What follows belongs to an exercise in optimizing a design on an open flow for small area; a production flow would make more cautious choices.
In this exercise RTL edits were held to simulation tests only and were not proved equivalent to the original.
Power figures rest on the tool's default switching activity, not on a simulated workload.

## exp/quartz
==> flow/design.v (excerpt) <==
module kfs (
    input  wire         clk,
    input  wire         rst,           
    input  wire         in_valid,
    input  wire [15:0]  in_word,
    input  wire [5:0]   buf_addr,
    output reg  [3:0]   ev,
    output reg          st_ill,
    output wire [3:0]   fs_idx,
    output wire         frame_done,
    output wire         dpt_ok,
    output wire [4:0]   rd_d1,
    output wire [4:0]   rd_d2,
    output wire [4:0]   rd_d3,
    output wire         rd_dp,
    output wire         rd_ind,
    output wire [4:0]   dpt_len,
    output wire [159:0] dpt_out,
    output wire [1:0]   cv_st,
    output wire [6:0]   cv_len,
    output wire [7:0]   cv_sum,
    output wire         cv_hold,
    output wire         cv_trunc,
    output wire [7:0]   buf_rd,
    output wire [1:0]   sc_stat,
    output wire [3:0]   sc_olen,
    output wire [95:0]  sc_out
);
clock: 20.0 ns
lec_check: 0
cap_margin: 20
core_margin: 2
core_utilization: 50
place_density: 0.65
slew_margin: 20
synth_hierarchical: 1
standard.sh (not shown) runs the stock make flow with config.mk's settings and CLKGATE_MAP_FILE= SYNTH_SCRIPT=/design/flow/synth_recipe.tcl, a recipe that flattens the netlist after the stock synthesis.
==> flow/flow/run.sh <==
#!/bin/bash
# Standard layout, with the smallest buffer on each input and output port
# in place of the default port buffer, and a clock tree without dummy
# loads.
set -euo pipefail
export BUFFER_PORTS_ARGS="-buffer_cell sky130_fd_sc_hd__buf_1"
export CTS_ARGS="-sink_clustering_enable -repair_clock_nets -sink_clustering_size 30 -sink_clustering_max_diameter 100 -buf_list {sky130_fd_sc_hd__clkbuf_8 sky130_fd_sc_hd__clkbuf_16} -dont_use_dummy_load"
bash standard.sh > standard.log 2>&1
exp/quartz: flow completed, timing, DRC and antenna clean
Modified inputs, exp/onyx compared to exp/quartz
Settings: changing CORE_UTILIZATION from 50 to 30; setting CTS_BUF_LIST to sky130_fd_sc_hd__clkbuf_8 sky130_fd_sc_hd__clkbuf_16 for the first time; setting CTS_CLUSTER_SIZE to 30 for the first time; setting CTS_CLUSTER_DIAMETER to 100 for the first time; changing PLACE_DENSITY from 0.65 to 0.5.
==> flow/flow/run.sh <==
#!/bin/bash
# Standard layout, with the smallest buffer on each input and output port
# in place of the default port buffer, and gates off the critical paths
# downsized after global routing (power recovery on all paths).
set -euo pipefail
export BUFFER_PORTS_ARGS="-buffer_cell sky130_fd_sc_hd__buf_1"
export RECOVER_POWER=100
bash standard.sh > standard.log 2>&1
==> comparison <==
exp/onyx finished all stages; however, its layout fails the closing checks, the failures being max-capacitance violations, max-slew violations. Of exp/quartz and exp/onyx, exp/onyx shows the higher sum of routed wire length over all layers, with exp/quartz below it. Share of the final layout cell area in multi-input gates is lower on exp/onyx. Run comparison: exp/onyx standard cell with the maximum stage delay on the critical path sky130_fd_sc_hd__clkinvlp_2; exp/quartz standard cell with the maximum stage delay on the critical path sky130_fd_sc_hd__nand2b_1. Compared with exp/quartz, exp/onyx shows power drawn by the clock network that has gone up by more than 10%. exp/onyx does worse than exp/quartz on final area. On met3 routed wirelength: between exp/quartz and exp/onyx, it ends up higher for exp/onyx. In the reports for exp/quartz and exp/onyx, the smaller post-layout utilization of the core belongs to exp/onyx.

* * *

Starting RTL as in the previous note.
Settings: LEC_CHECK=0, CAP_MARGIN=20, CORE_MARGIN=2, CORE_UTILIZATION=30, CTS_BUF_LIST=sky130_fd_sc_hd__clkbuf_8 sky130_fd_sc_hd__clkbuf_16, CTS_CLUSTER_DIAMETER=100, CTS_CLUSTER_SIZE=30, PLACE_DENSITY=0.5, SLEW_MARGIN=20, SYNTH_HIERARCHICAL=1; clock period 20.0 ns.
==> flow/flow/run.sh <==
#!/bin/bash
# Standard layout, with the smallest buffer on each input and output port
# in place of the default port buffer, and a clock tree without dummy
# loads.
set -euo pipefail
export BUFFER_PORTS_ARGS="-buffer_cell sky130_fd_sc_hd__buf_1"
export CTS_ARGS="-sink_clustering_enable -repair_clock_nets -sink_clustering_size 30 -sink_clustering_max_diameter 100 -buf_list {sky130_fd_sc_hd__clkbuf_8 sky130_fd_sc_hd__clkbuf_16} -dont_use_dummy_load"
bash standard.sh > standard.log 2>&1
Edit:
==> flow/flow/run.sh (replaced) <==
#!/bin/bash
# Standard layout, with the smallest buffer on each input and output port
# in place of the default port buffer.
set -euo pipefail
export BUFFER_PORTS_ARGS="-buffer_cell sky130_fd_sc_hd__buf_1"
bash standard.sh > standard.log 2>&1
Critical path depth does not change.
Sequential share of layout area went down by 0.36 points.
Design area went up by 0.59%.
Routed wire length stays flat.
Synthesized area stays the same.
First-iteration DRC count went down by 0.84%.
Final cell count went up by 0.65%.
Synthesized cell count is unchanged.

re-timing with driven ports:
How much do the figures lean on ideal ports? The routed layouts below were timed once more, with nothing changed but the port constraints. Step 1 sets driving cells, clkbuf_16 on the clock port and buf_2 on the other inputs (assumed; they add their load-dependent delay and slew). Step 2 also shifts input and output timing later by t, the mid clock arrival at the registers, as if the neighbouring blocks saw the same clock. a / b / c = no drivers / after step 1 / after step 2; a / b = the first two.
| run | t, ns | setup WS [ns] | worst setup path at the end | worst slew at a driven data input, ns |
|---|---|---|---|---|
| exp/quartz | 0.643 | 7.678 / 7.652 / 7.652 | input to output | 0.05 |
| exp/onyx | 0.676 | 5.135 / 5.182 / 4.506 | input to register | 0.04 |
| the first run of note 2 | 0.639 | 7.307 / 7.282 / 7.282 | input to output | 0.05 |
| the second run of note 2 | 0.673 | 7.368 / 7.342 / 7.342 | input to output | 0.05 |
The setup slack of exp/onyx, which loses most, moves by +0.047 ns with the drivers and by -0.629 ns with both steps.
